From an optimization exercise on the open Yosys and OpenROAD flow, aimed at small area, a short achievable clock period and few clock cycles; shortcuts taken in it are not production practice.
Function was not checked in any run shown here: the RTL went through the layout flow alone.
Power and IR drop assume default switching activity.

$ cat design/flow/config.mk
export PLATFORM = sky130hd
export DESIGN_NAME = twb_flash_engine
export DESIGN_NICKNAME = twb_flash_engine
export VERILOG_FILES = /design/flow/design.v
export SDC_FILE = /design/flow/constraint.sdc
export NUM_CORES = 4
export LEC_CHECK = 0
export CAP_MARGIN = 20
export CORE_MARGIN = 2
export CORE_UTILIZATION = 40
export SLEW_MARGIN = 20
$ cat design/flow/constraint.sdc
create_clock -name core_clock -period 11.0 [get_ports {clk}]
set_input_delay 2.2000 -clock core_clock [delete_from_list [all_inputs] [get_ports {clk}]]
set_output_delay 2.2000 -clock core_clock [all_outputs]
set_load 0.01 [all_outputs]
$ cat design/flow/design.v
module twb_flash_engine (
    input  wire        clk,
    input  wire        rst,
    input  wire        cmd_valid,
    output wire        cmd_ready,
    input  wire        cmd_verify,       
    input  wire [15:0] cmd_length,       
    input  wire [15:0] cmd_start_page,
    input  wire [7:0]  cmd_page_size,    
    input  wire        buf_valid,
    output wire        buf_ready,
    input  wire [7:0]  buf_data,
    output wire        tx_valid,
    input  wire        tx_ready,
    output wire [7:0]  tx_data,
    output wire        tx_last,
    input  wire        ack_valid,
    output wire        ack_ready,
    input  wire        ack_ok,
    input  wire        rx_valid,
    output wire        rx_ready,
    input  wire [7:0]  rx_data,
    output reg         rsp_valid,
    output reg  [2:0]  rsp_status,
    output wire [15:0] rsp_page
);
    reg        st_idle, st_hdr, st_data, st_ack, st_read;
    reg        verify;
    reg        first;        
    reg [7:0]  ps;
    reg [15:0] rem;          
    reg [7:0]  cnt;          
    reg [15:0] idx;          
    reg [15:0] addr;         
    reg [15:0] crc;          
    reg        mul;
    reg [7:0]  o_data;
    reg        o_valid, o_last;
    reg [7:0]  s_data;
    reg        s_valid;
    reg        tx_valid_q, buf_ready_q, rx_ready_q;
    wire [3:0] step = crc[3:0];
    wire [1:0] h    = crc[5:4];
    assign cmd_ready = st_idle;
    assign ack_ready = st_ack;
    assign tx_valid  = tx_valid_q;
    assign tx_data   = o_data;
    assign tx_last   = o_last;
    assign buf_ready = buf_ready_q;
    assign rx_ready  = rx_ready_q;
    assign rsp_page  = idx;
    wire cmd_fire = st_idle & cmd_valid;
    wire tx_fire  = tx_valid_q & tx_ready;
    wire rx_fire  = rx_ready_q & rx_valid;
    wire buf_fire = buf_ready_q & buf_valid;
    wire ack_fire = st_ack & ack_valid;
    wire hdr_fire = st_hdr & tx_fire;
    wire lo_fire  = hdr_fire & (h == 2'd3);
    wire consume  = (st_data & tx_fire) | rx_fire;
    wire end_w    = st_data & tx_fire & o_last;
    wire end_v    = rx_fire & o_last;
    wire rem_nz   = |rem;
    wire more     = rem_nz | s_valid;
    wire       rx_ff  = &rx_data;
    wire [7:0] co     = crc[7:0] ^ o_data;
    wire [7:0] x      = rx_ff ? crc[7:0] : (co ^ rx_data);
    wire       par    = rx_ff ? ^crc[7:0] : (^co ^ ^rx_data);
    wire [15:0] crc_upd = {par, x[7] ^ par, x[7:2] ^ x[6:1], crc[15] ^ x[1] ^ x[0],
                           crc[14] ^ x[0], crc[13:9], crc[8] ^ par};
    wire       x_zero = rx_ff ? (crc[7:0] == 8'h00) : (co == rx_data);
    wire       match  = (crc[15:8] == 8'h00) & x_zero;
    wire cnt_nz    = |cnt;
    wire in_page   = st_data | st_read | st_ack | (st_hdr & (h == 2'd3));
    wire slot_free = ~o_valid | consume | lo_fire;
    wire src_avail = s_valid | buf_valid | ~rem_nz;
    wire load      = in_page & cnt_nz & slot_free & src_avail;
    wire [7:0] src = s_valid ? s_data : (rem_nz ? buf_data : 8'hFF);
    wire [7:0] add_a = mul ? cnt : addr[7:0];
    wire [7:0] add_b = (mul & ~addr[0]) ? 8'h00 : ps;
    wire [8:0] sum   = add_a + add_b;
    wire adv    = hdr_fire & (h == 2'd0) & ~first;
    wire ok_w   = ack_fire & ack_ok & ~verify;
    wire ok_end = (ok_w & ~more) | (end_v & match & ~more);
    wire tr_end = ack_fire & ~ack_ok;
    wire mm_end = end_v & ~match;
    wire ps_z   = (cmd_page_size == 8'd0);
    wire len_z  = (cmd_length == 16'd0);
    wire start  = cmd_fire & ~ps_z & ~len_z;
    reg        n_idle, n_hdr, n_data, n_ack, n_read;
    reg        n_mul;
    reg [15:0] n_addr;
    reg [7:0]  n_o;
    reg        n_ov, n_ol;
    reg        n_sv;
    reg [15:0] n_crc;
    always @(*) begin
        n_idle = st_idle; n_hdr = st_hdr; n_data = st_data; n_ack = st_ack; n_read = st_read;
        if (cmd_fire) begin
            n_idle = ~start; n_hdr = start;
        end
        if (lo_fire) begin
            n_hdr = 1'b0; n_data = ~verify; n_ack = verify;
        end
        if (end_w) begin
            n_data = 1'b0; n_ack = 1'b1;
        end
        if (ack_fire) begin
            n_ack  = 1'b0;
            n_read = ack_ok & verify;
            n_hdr  = ok_w & more;
            n_idle = ~ack_ok | (~verify & ~more);
        end
        if (end_v) begin
            n_read = 1'b0;
            n_hdr  = match & more;
            n_idle = ~(match & more);
        end
        n_mul = start | (mul & (step != 4'd15));
        n_addr = addr;
        if (start)    n_addr = cmd_start_page;
        else if (mul) n_addr = {sum[0], addr[15:1]};
        else if (adv) n_addr = {addr[15:8] + {7'd0, sum[8]}, sum[7:0]};
        n_o = o_data; n_ov = o_valid; n_ol = o_last;
        if (st_idle) begin
            n_o = 8'h02; n_ov = 1'b1; n_ol = 1'b0;
        end else if (st_hdr & (h != 2'd3)) begin
            if (tx_fire) begin
                case (h)
                    2'd0:    n_o = 8'h01;
                    2'd1:    n_o = n_addr[15:8];
                    default: begin n_o = addr[7:0]; n_ol = verify; end
                endcase
            end
        end else if (load) begin
            n_o = src; n_ov = 1'b1; n_ol = (cnt == 8'd1);
        end else if (consume & ~cnt_nz) begin
            n_o = 8'h02; n_ov = 1'b1; n_ol = 1'b0;
        end else if (consume | lo_fire) begin
            n_ov = 1'b0;
        end
        n_sv = st_idle ? 1'b0 : (s_valid ? ~load : (buf_fire & ~load));
        n_crc = 16'd0;
        if (st_read)
            n_crc = rx_fire ? (o_last ? 16'd0 : crc_upd) : crc;
        else if (st_hdr & ~lo_fire)
            n_crc = {crc[15:6], h + {1'b0, tx_fire}, step + {3'd0, mul}};
    end
    wire n_rem_nz = start ? 1'b1 : (buf_fire ? (rem != 16'd1) : rem_nz);
    always @(posedge clk) begin
        if (rst) begin
            st_idle     <= 1'b1;
            st_hdr      <= 1'b0;
            st_data     <= 1'b0;
            st_ack      <= 1'b0;
            st_read     <= 1'b0;
            mul         <= 1'b0;
            tx_valid_q  <= 1'b0;
            buf_ready_q <= 1'b0;
            rx_ready_q  <= 1'b0;
            rsp_valid   <= 1'b0;
        end else begin
            st_idle     <= n_idle;
            st_hdr      <= n_hdr;
            st_data     <= n_data;
            st_ack      <= n_ack;
            st_read     <= n_read;
            mul         <= n_mul;
            tx_valid_q  <= (n_hdr & (~n_mul | (n_crc[3:0] >= 4'd14))) | (n_data & n_ov);
            buf_ready_q <= ~n_idle & ~n_sv & n_rem_nz;
            rx_ready_q  <= n_read & n_ov;
            rsp_valid   <= (cmd_fire & ~start) | ok_end | tr_end | mm_end;
        end
        addr    <= n_addr;
        o_data  <= n_o;
        o_valid <= n_ov;
        o_last  <= n_ol;
        s_valid <= n_sv;
        crc     <= n_crc;
        if (start)          rem <= cmd_length;
        else if (buf_fire)  rem <= rem - 16'd1;
        if (cmd_fire) begin
            verify <= cmd_verify;
            ps     <= cmd_page_size;
        end
        if (start)                   first <= 1'b1;
        else if (hdr_fire & (h == 2'd0)) first <= 1'b0;
        if (start)           cnt <= 8'd0;
        else if (mul)        cnt <= sum[8:1];
        else if (st_hdr)     cnt <= (lo_fire & load) ? cnt - 8'd1 : ps;
        else if (load)       cnt <= cnt - 8'd1;
        if (buf_fire & ~(load & ~s_valid))
            s_data <= buf_data;
        if (cmd_fire)     idx <= start ? cmd_start_page : 16'd0;
        else if (adv)     idx <= idx + 16'd1;
        else if (ok_end)  idx <= 16'd0;
        if (cmd_fire)    rsp_status <= ps_z ? 3'd3 : 3'd0;
        else if (tr_end) rsp_status <= 3'd1;
        else if (mm_end) rsp_status <= 3'd5;
        else if (ok_end) rsp_status <= 3'd0;
    end
endmodule
$ cat design/flow/flow/run.sh
#!/bin/bash
# Standard ORFS layout with small port buffers and a lighter clock tree.
set -euo pipefail
export BUFFER_PORTS_ARGS="-buffer_cell sky130_fd_sc_hd__buf_1"
export CTS_ARGS="-sink_clustering_enable -repair_clock_nets -dont_use_dummy_load -buf_list {sky130_fd_sc_hd__clkbuf_4 sky130_fd_sc_hd__clkbuf_8} -sink_clustering_size 24 -sink_clustering_max_diameter 80"
bash standard.sh > standard.log 2>&1
$ cat design/flow/standard.sh
#!/bin/bash
# synth_recipe.tcl (not shown) runs the flow's synth.tcl, then flattens the netlist and writes it again
# the make line also repeats each setting of config.mk as NAME=value (left out here)
make -C /OpenROAD-flow-scripts/flow DESIGN_CONFIG=/design/flow/config.mk WORK_HOME=/design/flow/orfs CLKGATE_MAP_FILE= SYNTH_SCRIPT=/design/flow/synth_recipe.tcl "${@:-finish}"
==> reports/metrics.yaml, run 1 <==
setup_path:
  cp_top_family: "compound AO/OA/AOI/OAI gates"
  slowest_stage: "dfxtp_1"
  worstPathRequired_ns: 11.32
  cp.arrival_ns: 5.03
  path_cells: "buf_4, nand2b_1, and2_1, ha_1, inv_1, fa_1, nor2b_1, o21ai_0, a21boi_0, o21a_1, o21ai_0, a21bo_2, nand2_1, ha_1, inv_1, nor3_1, xor2_1, mux2i_1, o21ai_1, a221o_1, a221o_1"
  cpPeakStageDelay_ns: 0.68
  r2r_cells: 21
  path_depth: 21
  critPathCaptureType: "register"
  crit_path_start_kind: "register"
  timing.critical_path.buf_inv: 3
  crit_type: "register to register"
  crit_fanout: 25
cts:
  clk_path_buf_depth: 2
  htree_levels: 4
  cts_resized: 0
  cts_made_buffers: 17
  clock-sinks: 114
  cts_root_buffer: "clkbuf_8"
  ctsHoldBuffers: 0
  clock_latency_ns: 0.45
  cts_tree: "yes"
  clk_pin_slew_ns: 0.05
  postCtsSetupBuffers: 0
logic_synthesis:
  ys_seq_elements: 114
  synth_edf_count: 72
  yosysWarnings: 1
  ys.flop_type: "edfxtp_1"
  yosysTopAreaCell: "edfxtp_1"
  yosysUniqueCellTypes: 79
  synthCells: 795
  syn-cell-area_um2: 7511
  avgSynthCellArea_um2: 9.448
  synthArstFlopShare_pct: 0
  synth.area.top_cells: "edfxtp_1 (29%), dfxtp_1 (11%), xnor2_1 (6.9%)"
  syn-num-nets: 892
  ys_seq_area_share_pct: 39.98
  synth_top_area_share_pct: 28.79
route:
  drt-pass1-iter-count: 5
  drtIter0Drc: 401
  wire_per_inst_um: 18.46
  antenna_left: 0
  viasPerCell: 5.600
  vias: 6216
  wl_um: 20490
  drc: 0
pwr:
  pwr-share-seq_pct: 49.4
  p_leak_nw: 2.940
  clkPwrFrac_pct: 25.6
  powerDensity_nw_per_um2: 136.9
  ir_drop_v: 0.00007441
  p_int_w: 0.0007623
  power.switching_w: 0.0003668
  p_sw_share_pct: 32.48
  share_comb_of_total_power_pct: 25.0
cells_and_area:
  n_fill_cell: 1831
  fin_cells: 1110
  syn_to_final_growth_pct: 9.812
  fin_util_pct: 44.39
  num_antenna_cells: 0
  layout-drive-gt1-share_pct: 5.479
  fin_area_um2: 8248
  final_nets: 975
floorplan:
  core_um2: 18580
  pin_count: 99
  die-area_um2: 19890
  num_rows: 50
  die_x_um: 141.0
  die_y_um: 141.0
  start_util_pct: 40.42
grt:
  grt_pass1_vias: 6057
  grt_max_degree: 45
  grt_pass1_wl_um: 32350
  gr-usage-all-layers_pct: 20.98
  antenna_found_initial: 0
  grt-ovfl-total: 0
sta:
  fin_crit_ns: 4.713
  drv_slew: 0
  fmax_ghz: 0.2122
  finalHoldViolations: 0
  finClkSkew_ns: 0.03173
  worst_pin_slew_ns: 0.9934
  relSlewSlack_pct: 33.77
  fin_setup_tns_ns: 0
  rsz0062_at_grt: "no"
  timing.final.crit_share_pct: 42.84
  setup_viol: 0
placement:
  gp_congestion: 0.8535
  placed_cell_area_um2: 8014
  hpwl_um: 15560
  port_buffers: 98
  dp_cells: 1093
status:
  status: "no timing/DRC/antenna violations"
run:
  drv_cap: 0
worst_hold_path:
  whs_path_depth: 2
  holdCritPathClass: "register to register"
## cells in the mapped netlist, drive strengths merged, types with 3 or more instances
cell type  number
dfxtp          42
o31ai           4
a311oi          4
nand2b          7
inv            28
a22oi           4
a41oi           4
a21oi          36
nor3           22
xnor2          59
and2           16
o22ai           3
ha             31
mux2i           6
nor4           22
or3             6
nand3          21
edfxtp         72
a22o            3
a31oi          10
xor2           34
clkbuf         21
o211ai          4
nand4          16
a41o            3
xnor3           9
nor2b           5
nor2           55
o21ai          69
a211oi          9
nor3b           6
and3           10
buf            15
mux2            8
nand2          94
a32oi           3
## path summary, 6_finish.rpt
kind	slack, ns	endpoint	start
setup / recovery	6.29	o_data[1]$_SDFFE_PP1P_	mul$_SDFF_PP0_
setup reg to reg	6.29	o_data[1]$_SDFFE_PP1P_	mul$_SDFF_PP0_
hold reg to reg	0.54	st_ack$_SDFFE_PP0P_	st_ack$_SDFFE_PP0P_
hold / removal	0.54	st_ack$_SDFFE_PP0P_	st_ack$_SDFFE_PP0P_
## stage by stage
step	hold slack, ns	total power, W	setup WS [ns]
floorplan	0.4862	0.0007650	6.897
global placement	0.5273	0.0008477	6.137
detailed placement	0.5262	0.0008471	6.084
CTS	0.5342	0.001136	6.368
global route	0.5767	0.001191	5.776
finish	0.5379	0.001129	6.287
## cells in the final DEF (no fill, tap or decap), drive strengths merged, types with 31 or more instances in the layout
cell    Yosys  routed
a21oi      36      36
buf        15     100
dfxtp      42      42
edfxtp     72      72
ha         31      31
nand2      94      94
nor2       55      55
o21ai      69      69
xnor2      59      59
xor2       34      34
## power by group through the flow
stage               sequential (W)  clock (W)  combinational (W)
finish                    0.000558   0.000289           0.000282
global route              0.000564   0.000311           0.000316
CTS                       0.000557   0.000296           0.000283
detailed placement        0.000566          0           0.000281
global placement          0.000567          0           0.000281
floorplan                 0.000546          0           0.000219
## registers in the layout, summed over array words and instances (netlist names), 3 cells and up
name / cells
s_data: 8
rem: 16
ps: 8
idx: 16
cnt: 8
crc: 16
addr: 16
rsp_status: 3
o_data: 8
## worst min-delay path, delay by kind of cell (launching register included)
family | cells | cell delay, ns
and+or+nand+nor | 1 | 0.07
DFF | 1 | 0.35
AOI/OAI and AO/OA | 1 | 0.07
## cell families (layout without fill, tap and decap cells)
kind of cell | after synthesis | in the layout | share of synthesized area, %
and+or+nand+nor | 288 | 288 | 19.79
AOI/OAI and AO/OA | 181 | 181 | 15.54
DFF | 114 | 114 | 39.98
xor gates and xnor gates | 102 | 102 | 13.54
buffers and inverters | 64 | 145 | 3.715
adders and majority gates | 32 | 32 | 5.431
muxes | 14 | 14 | 1.999
## layer usage
metal | part of all wire, % | vias to the layer above | track usage (%)
met5 | 0 | - | 0
met4 | 1.6 | 0 | 6.211
met3 | 4.2 | 24 | 4.382
met2 | 49 | 159 | 35.58
met1 | 45 | 2982 | 27.08
li1 | - | 3051 | -
## layout make-up
cell class / instances / area (um^2) / share of cell area, %
clock buffers: 17 / 234.0 / 2.837
inverters: 28 / 105.1 / 1.274
multi-input cells: 617 / 4230 / 51.29
flip-flops and latches: 114 / 3003 / 36.41
well taps: 234 / 292.8 / 3.550
repair buffers: 100 / 382.9 / 4.642
==> run 2, diff against run 1 <==
--- a/design/flow/design.v
+++ b/design/flow/design.v
@@ -62,12 +62,12 @@
     wire rem_nz   = |rem;
     wire more     = rem_nz | s_valid;
     wire       rx_ff  = &rx_data;
-    wire [7:0] co     = crc[7:0] ^ o_data;
-    wire [7:0] x      = rx_ff ? crc[7:0] : (co ^ rx_data);
-    wire       par    = rx_ff ? ^crc[7:0] : (^co ^ ^rx_data);
+    wire [7:0] d      = rx_ff ? 8'h00 : (rx_data ^ o_data);
+    wire [7:0] x      = crc[7:0] ^ d;
+    wire       par    = ^x;
+    wire       x_zero = (x == 8'h00);
     wire [15:0] crc_upd = {par, x[7] ^ par, x[7:2] ^ x[6:1], crc[15] ^ x[1] ^ x[0],
                            crc[14] ^ x[0], crc[13:9], crc[8] ^ par};
-    wire       x_zero = rx_ff ? (crc[7:0] == 8'h00) : (co == rx_data);
     wire       match  = (crc[15:8] == 8'h00) & x_zero;
     wire cnt_nz    = |cnt;
     wire in_page   = st_data | st_read | st_ack | (st_hdr & (h == 2'd3));
@@ -78,6 +78,7 @@
     wire [7:0] add_a = mul ? cnt : addr[7:0];
     wire [7:0] add_b = (mul & ~addr[0]) ? 8'h00 : ps;
     wire [8:0] sum   = add_a + add_b;
+    wire [7:0] hi_src = mul ? {cnt[0] ^ (addr[0] & ps[0]), addr[15:9]} : addr[15:8];
     wire adv    = hdr_fire & (h == 2'd0) & ~first;
     wire ok_w   = ack_fire & ack_ok & ~verify;
     wire ok_end = (ok_w & ~more) | (end_v & match & ~more);
@@ -127,7 +128,7 @@
             if (tx_fire) begin
                 case (h)
                     2'd0:    n_o = 8'h01;
-                    2'd1:    n_o = n_addr[15:8];
+                    2'd1:    n_o = hi_src;
                     default: begin n_o = addr[7:0]; n_ol = verify; end
                 endcase
             end
==> run 2 against run 1 <==
Highest routed layer unchanged; fmax up 3.4%; global-route usage down 0.76 points; critical path type is now input pin to register; non-clock buffer count up 1; clock skew down 0.0066 ns; cell count down 4.8%; register-to-register slack better by 0.16 ns; design area down 5.3%; flip-flop and latch count unchanged; synthesized cell count down 6.7%; worst setup slack better by 0.16 ns.
==> reports/metrics.yaml, run 2 <==
grt:
  antenna_found_initial: 0  # unchanged
  gr-usage-all-layers_pct: 20.22  # -0.76 points
  grt_pass1_vias: 5412  # -11%
  grt-ovfl-total: 0  # unchanged
  grt_max_degree: 67  # +49%
  grt_pass1_wl_um: 28790  # -11%
cells_and_area:
  fin_cells: 1057  # -4.8%
  multiInputGateArea_um2: 3739  # -12%
  layout-drive-gt1-share_pct: 5.288  # -0.19 points
  final_nets: 923  # -5.3%
  syn_to_final_growth_pct: 11.23
  final_cell_mix: "buf_1 (98), nand2_1 (94), edfxtp_1 (80), o21ai_0 (66), nor2_1 (60)"
  register_area_um2: 3083  # +2.7%
  n_fill_cell: 1668  # -8.9%
  final_common_cell: "buf_1"
  num_antenna_cells: 0  # unchanged
logic_synthesis:
  ys_seq_elements: 114  # unchanged
  synthArstFlopShare_pct: 0  # unchanged
  synth.area.top_cells: "edfxtp_1 (34%), dfxtp_1 (9.7%), xnor2_1 (5.5%)"
  syn-cell-area_um2: 7022  # -6.5%
  syn-num-nets: 831  # -6.8%
  yosysUniqueCellTypes: 71  # -10%
  ys_top_cells_by_count: "nand2_1 (94), edfxtp_1 (80), o21ai_0 (67)"
  synth_edf_count: 80  # +11%
  synth_most_common_cell: "nand2_1"
  yosysWarnings: 1  # unchanged
  ys.flop_type: "edfxtp_1"
  avgSynthCellArea_um2: 9.463  # +0.16%
  ys_seq_area_share_pct: 43.91  # +3.9 points
  synthCells: 742  # -6.7%
  yosysTopAreaCell: "edfxtp_1"
  synth_top_area_share_pct: 34.21  # +5.4 points
cts:
  clk_pin_slew_ns: 0.06  # about the same
  postCtsSetupBuffers: 0  # unchanged
  clock-sinks: 114  # unchanged
  cts_tree: "yes"
  htree_levels: 4  # unchanged
  clock_latency_ns: 0.44  # about the same
  ctsHoldBuffers: 0  # unchanged
  cts_root_buffer: "clkbuf_8"
  cts_resized: 0  # unchanged
  clk_path_buf_depth: 2  # unchanged
  cts_made_buffers: 17  # unchanged
setup_path:
  worstPathRequired_ns: 11.12  # -0.20 ns
  critPathCaptureType: "register"
  crit_fanout: 16  # -36%
  crit_type: "input pin to register"
  crit_path_start_kind: "input pin"
  cp.arrival_ns: 4.67  # -0.36 ns
route:
  vias: 5727  # -7.9%
  viasPerCell: 5.418  # -3.2%
  antenna_left: 0  # unchanged
  drtIter0Drc: 427  # +6.5%
  wl_um: 18080  # -12%
  wire_per_inst_um: 17.10  # -7.3%
  drt-pass1-iter-count: 5  # unchanged
  drc: 0  # unchanged
pwr:
  powerDensity_nw_per_um2: 149.1  # +8.9%
  ir_drop_v: 0.00007994  # +7.4%
  p_leak_nw: 2.803  # -4.6%
  fin_total_pwr_w: 0.001164  # +3.1%
floorplan:
  die_x_um: 136.5  # -3.2%
  start_util_pct: 40.74  # +0.31 points
  die-area_um2: 18630  # -6.3%
  num_rows: 48  # -4.0%
  pin_count: 99  # unchanged
  core_um2: 17240  # -7.2%
  die_y_um: 136.5  # -3.2%
placement:
  port_buffers: 98  # unchanged
  dp_slack_ns: 5.999  # -0.08544 ns
  dp_cells: 1040  # -4.8%
  gp_congestion: 0.8515  # -0.23%
  hpwl_um: 13560  # -13%
sta:
  worst_slack_ns: 6.444  # +0.1570 ns
  timing.final.crit_share_pct: 41.42  # -1.4 points
  finalHoldViolations: 0  # unchanged
  fmax_ghz: 0.2195  # +3.4%
  finClkSkew_ns: 0.02514  # -0.006596 ns
  fin_setup_tns_ns: 0  # unchanged
  worst_pin_slew_ns: 0.8960  # -0.09750 ns
  drv_slew: 0  # unchanged
  fin_crit_ns: 4.556  # -0.1570 ns
  relSlewSlack_pct: 40.14  # +6.4 points
  setup_viol: 0  # unchanged
  rsz0062_at_grt: "no"
run:
  drv_cap: 0  # unchanged
worst_hold_path:
  holdCritPathClass: "register to register"
status:
  status: "no timing/DRC/antenna violations"
## run 2: logic make-up after synthesis
group | synth area share [%]
muxes | 3.421
AOI/OAI and AO/OA | 16.50
DFF | 43.91
and+or+nand+nor | 19.69
buffers and inverters | 2.869
xor gates and xnor gates | 9.230
adders and majority gates | 4.384
## run 2: final cells by class
class	instances	area share [%]
timing repair buffer	101	4.998
clock buffer	17	2.996
multi-input combinational	578	47.87
sequential	114	39.47
tap	225	3.605
inverter	22	1.057
## run 2: per-stage QoR
step / cell area (um^2) / util, % / hold WS (ns)
2_1_floorplan: 7022 / - / 0.4346
3_3_place_gp: 7576 / 43.95 / 0.4529
3_5_place_dp: 7576 / 43.95 / 0.4544
4_1_cts: 7810 / 45.31 / 0.4635
5_1_grt: 7810 / 45.31 / 0.4986
6_report: 7810 / 45.31 / 0.4679
## run 2: layer usage
metal	track usage, %	share of wire [%]	vias up
li1	-	-	2885
met2	31.42	46	167
met4	6.076	1.6	0
met5	0	0	-
met3	3.815	4.5	24
met1	28.61	48	2651
## run 2: final timing paths
path,from,endpoint,slack (ns),cells past startpoint
setup reg to reg,mul$_SDFF_PP0_,addr[14]$_DFFE_PP_,6.45,15
setup / recovery,rx_data[4],idx[14]$_DFFE_PP_,6.44,11
hold / removal,first$_SDFFE_PP1P_,first$_SDFFE_PP1P_,0.47,2
hold reg to reg,first$_SDFFE_PP1P_,first$_SDFFE_PP1P_,0.47,2
## run 2: power by group
group / switching (W) / internal, W / leakage, nW / total [W]
sequential: 0.0000597 / 0.000516 / 1.08 / 0.000575
combinational: 0.000171 / 0.000135 / 1.60 / 0.000306
clock: 0.000148 / 0.000135 / 0.122 / 0.000283
## run 2: critical path, stage by stage
cell and delay (ns):
buf_1 0.12, nand4_1 0.14, nor2_1 0.48, nor2_1 0.13, xnor2_1 0.24, ha_1 0.18, nor4b_1 0.37, and3_1 0.29
a21oi_1 0.09, o21ai_1 0.15, buf_4 0.28
==> run 3, diff against run 2 <==
--- a/design/flow/flow/run.sh
+++ b/design/flow/flow/run.sh
@@ -3,4 +3,5 @@
 set -euo pipefail
 export BUFFER_PORTS_ARGS="-buffer_cell sky130_fd_sc_hd__buf_1"
 export CTS_ARGS="-sink_clustering_enable -repair_clock_nets -dont_use_dummy_load -buf_list {sky130_fd_sc_hd__clkbuf_4 sky130_fd_sc_hd__clkbuf_8} -sink_clustering_size 24 -sink_clustering_max_diameter 80"
+export SETUP_SLACK_MARGIN=7.6
 bash standard.sh > standard.log 2>&1
==> run 3 against run 2 <==
Routed wire length rose by 15%; combinational power up 28%; fmax increased by 8.3%; hold slack improved by 0.035 ns; synthesized cell count is the same; critical path type unchanged; largest power group unchanged; highest routed layer unchanged.
==> reports/metrics.yaml, run 3 <==
status:
  status: "no timing/DRC/antenna violations"
sta:
  finClkSkew_ns: 0.02687  # +0.001731 ns
  rsz0062_at_grt: "yes"
  drv_slew: 0  # unchanged
  relSlewSlack_pct: 46.16  # +6.0 points
  worst_pin_slew_ns: 0.8067  # -0.08930 ns
  finalHoldViolations: 0  # unchanged
  fin_setup_tns_ns: 0  # unchanged
  fin_crit_ns: 4.206  # -0.3502 ns
  fmax_ghz: 0.2378  # +8.3%
  setup_viol: 0  # unchanged
  timing.final.crit_share_pct: 38.23  # -3.2 points
route:
  wire_per_inst_um: 18.96  # +11%
  drt-pass1-iter-count: 7  # +2
  wl_um: 20860  # +15%
  antenna_left: 0  # unchanged
  drc: 0  # unchanged
  vias: 6199  # +8.2%
  viasPerCell: 5.635  # +4.0%
  drtIter0Drc: 449  # +5.2%
logic_synthesis:
  synth_edf_count: 80  # unchanged
  ys_top_cells_by_count: "nand2_1 (94), edfxtp_1 (80), o21ai_0 (67)"
  yosysWarnings: 1  # unchanged
  synth.area.top_cells: "edfxtp_1 (34%), dfxtp_1 (9.7%), xnor2_1 (5.5%)"
  synth_most_common_cell: "nand2_1"
  syn-cell-area_um2: 7022  # unchanged
  ys.flop_type: "edfxtp_1"
  avgSynthCellArea_um2: 9.463  # unchanged
  yosysUniqueCellTypes: 71  # unchanged
  synthCells: 742  # unchanged
  ys_seq_elements: 114  # unchanged
  synthArstFlopShare_pct: 0  # unchanged
  synth_top_area_share_pct: 34.21  # unchanged
  yosysTopAreaCell: "edfxtp_1"
  syn-num-nets: 831  # unchanged
  ys_seq_area_share_pct: 43.91  # unchanged
floorplan:
  core_um2: 17240  # unchanged
  num_rows: 48  # unchanged
  die-area_um2: 18630  # unchanged
  die_y_um: 136.5  # unchanged
  start_util_pct: 40.74  # unchanged
  die_x_um: 136.5  # unchanged
  pin_count: 99  # unchanged
grt:
  grt_pass1_wl_um: 31400  # +9.0%
  grt-ovfl-total: 0  # unchanged
  grt_pass1_vias: 5784  # +6.9%
  antenna_found_initial: 0  # unchanged
  gr-usage-all-layers_pct: 22.11  # +1.9 points
  grt_max_degree: 23  # -66%
placement:
  placed_cell_area_um2: 7767  # +2.5%
  hpwl_um: 13860  # +2.2%
  port_buffers: 98  # unchanged
  gp_congestion: 0.8943  # +5.0%
cts:
  cts_made_buffers: 17  # unchanged
  cts_root_buffer: "clkbuf_8"
  clock-sinks: 114  # unchanged
  htree_levels: 4  # unchanged
  clk_pin_slew_ns: 0.06  # about the same
  clock_latency_ns: 0.44  # about the same
  clk_path_buf_depth: 2  # unchanged
  cts_tree: "yes"
worst_hold_path:
  whs_path_depth: 2  # unchanged
  holdCritPathClass: "register to register"
setup_path:
  crit_path_start_kind: "input pin"
  critPathCaptureType: "register"
  worstPathRequired_ns: 11.14  # +0.02 ns
  crit_type: "input pin to register"
  cp.arrival_ns: 4.34  # -0.33 ns
  r2r_cells: 15  # unchanged
  crit_fanout: 16  # unchanged
run:
  drv_cap: 0  # unchanged
pwr:
  ir_drop_v: 0.00006126  # -23%
  powerDensity_nw_per_um2: 140.6  # -5.7%
  p_leak_nw: 3.217  # +15%
cells_and_area:
  syn_to_final_growth_pct: 26.39
  num_antenna_cells: 0  # unchanged
  final_nets: 966  # +4.7%
  layout-drive-gt1-share_pct: 20.57  # +15 points
  final_cell_mix: "buf_1 (83), edfxtp_1 (80), nand2_1 (73), nor2_1 (54), o21ai_1 (38)"
  final_common_cell: "buf_1"
  fin_area_um2: 8875  # +14%
run 3: cell counts after synthesis:
No cell type changed its count.
run 3: report_power, final:
| group | switching (W) | total, W | internal, W | leakage, nW |
|---|---|---|---|---|
| Clock | 0.000145 | 0.000280 | 0.000135 | 0.122 |
| Combinational | 0.000205 | 0.000391 | 0.000186 | 2.01 |
| Sequential | 0.0000616 | 0.000577 | 0.000516 | 1.08 |
run 3: stage by stage:
| stage | total power [W] | hold WS [ns] | std cells | setup WS, ns | util [%] |
|---|---|---|---|---|---|
| after floorplan | 0.0008158 | 0.4346 | 742 | 6.824 | - |
| after global placement | 0.0008962 | 0.4484 | 1038 | 6.083 | 45.06 |
| after detailed placement | 0.0009009 | 0.4536 | 1038 | 6.018 | 45.06 |
| after CTS | 0.001227 | 0.4758 | 1087 | 6.982 | 49.25 |
| after global routing | 0.001314 | 0.5263 | 1100 | 6.727 | 51.49 |
| final | 0.001248 | 0.5032 | 1100 | 6.794 | 51.49 |
run 3: cell families (layout without fill, tap and decap cells):
kind of cell | Yosys count | after routing | share of synthesized area, %
and+or+nand+nor | 277 | 283 | 19.69
AOI/OAI and AO/OA | 180 | 180 | 16.50
DFF | 114 | 114 | 43.91
xor gates and xnor gates | 74 | 74 | 9.230
buffers and inverters | 50 | 177 | 2.869
adders and majority gates | 24 | 24 | 4.384
muxes | 23 | 23 | 3.421
run 3: critical path, cell delays in order:
cell,delay (ns)
buf_1,0.16
nand4_1,0.27
buf_4,0.24
o21ai_4,0.13
xnor2_2,0.10
inv_1,0.07
ha_1,0.15
nor4bb_4,0.32
and3_4,0.25
a21oi_2,0.08
o21ai_4,0.19
buf_12,0.18
run 3: per-layer routing:
layer / part of all wire (%) / vias up / global-route usage, %
li1: - / 2991 / -
met1: 46 / 2972 / 30.13
met2: 46 / 205 / 35.22
met3: 5.9 / 31 / 4.741
met4: 1.8 / 0 / 6.829
met5: 0 / - / 0
run 3: repair_timing:
item / CTS / global route
resized for setup: 46 / 69
hold buffers: 0 / 0
cloned: 7 / 3
pin swaps: 25 / 19
buffers inserted: 25 / 10
setup endpoints to repair: 138 / 141
run 3: layout make-up:
class / count / area (um^2)
tap: 225 / 281.5
sequential: 114 / 3092
inverter: 22 / 82.58
timing repair buffer: 138 / 907.1
fill: 1587 / 8362
clock buffer: 17 / 234.0
multi-input combinational: 584 / 4278
run 3: worst paths after layout:
| kind | from | endpoint | slack [ns] |
|---|---|---|---|
| worst min-delay path | first$_SDFFE_PP1P_ | first$_SDFFE_PP1P_ | 0.50 |
| worst max register to register | addr[0]$_DFFE_PP_ | addr[14]$_DFFE_PP_ | 7.74 |
| worst max-delay path | rx_data[4] | idx[6]$_DFFE_PP_ | 6.79 |
| worst min register to register | first$_SDFFE_PP1P_ | first$_SDFFE_PP1P_ | 0.50 |

[port drivers added, routing unchanged]
The flow's constraints put no driver on any port. The routed layouts listed below were extracted and timed again, unchanged, in two steps. Step 1: set_driving_cell puts a clkbuf_16 on clk and a buf_2 on each other input, an assumption about the parent block. Step 2 also shifts input and output timing later by t, the mid clock arrival at the registers, as if the neighbouring blocks saw the same clock. a / b / c = ideal / step 1 / step 2; a / b = the first two.
run | t (ns) | setup WS [ns] | slew at the worst register clock pin (ns)
run 1 | 0.479 | 6.287 / 6.287 / 6.059 | 0.09 / 0.09
run 2 | 0.470 | 6.444 / 6.451 / 5.989 | 0.07 / 0.07
run 3 | 0.467 | 6.794 / 6.801 / 6.335 | 0.08 / 0.08
After both steps every run listed still meets setup and hold. The setup slack of run 3, which loses most, moves by +0.007 ns with the drivers and by -0.459 ns with both steps.
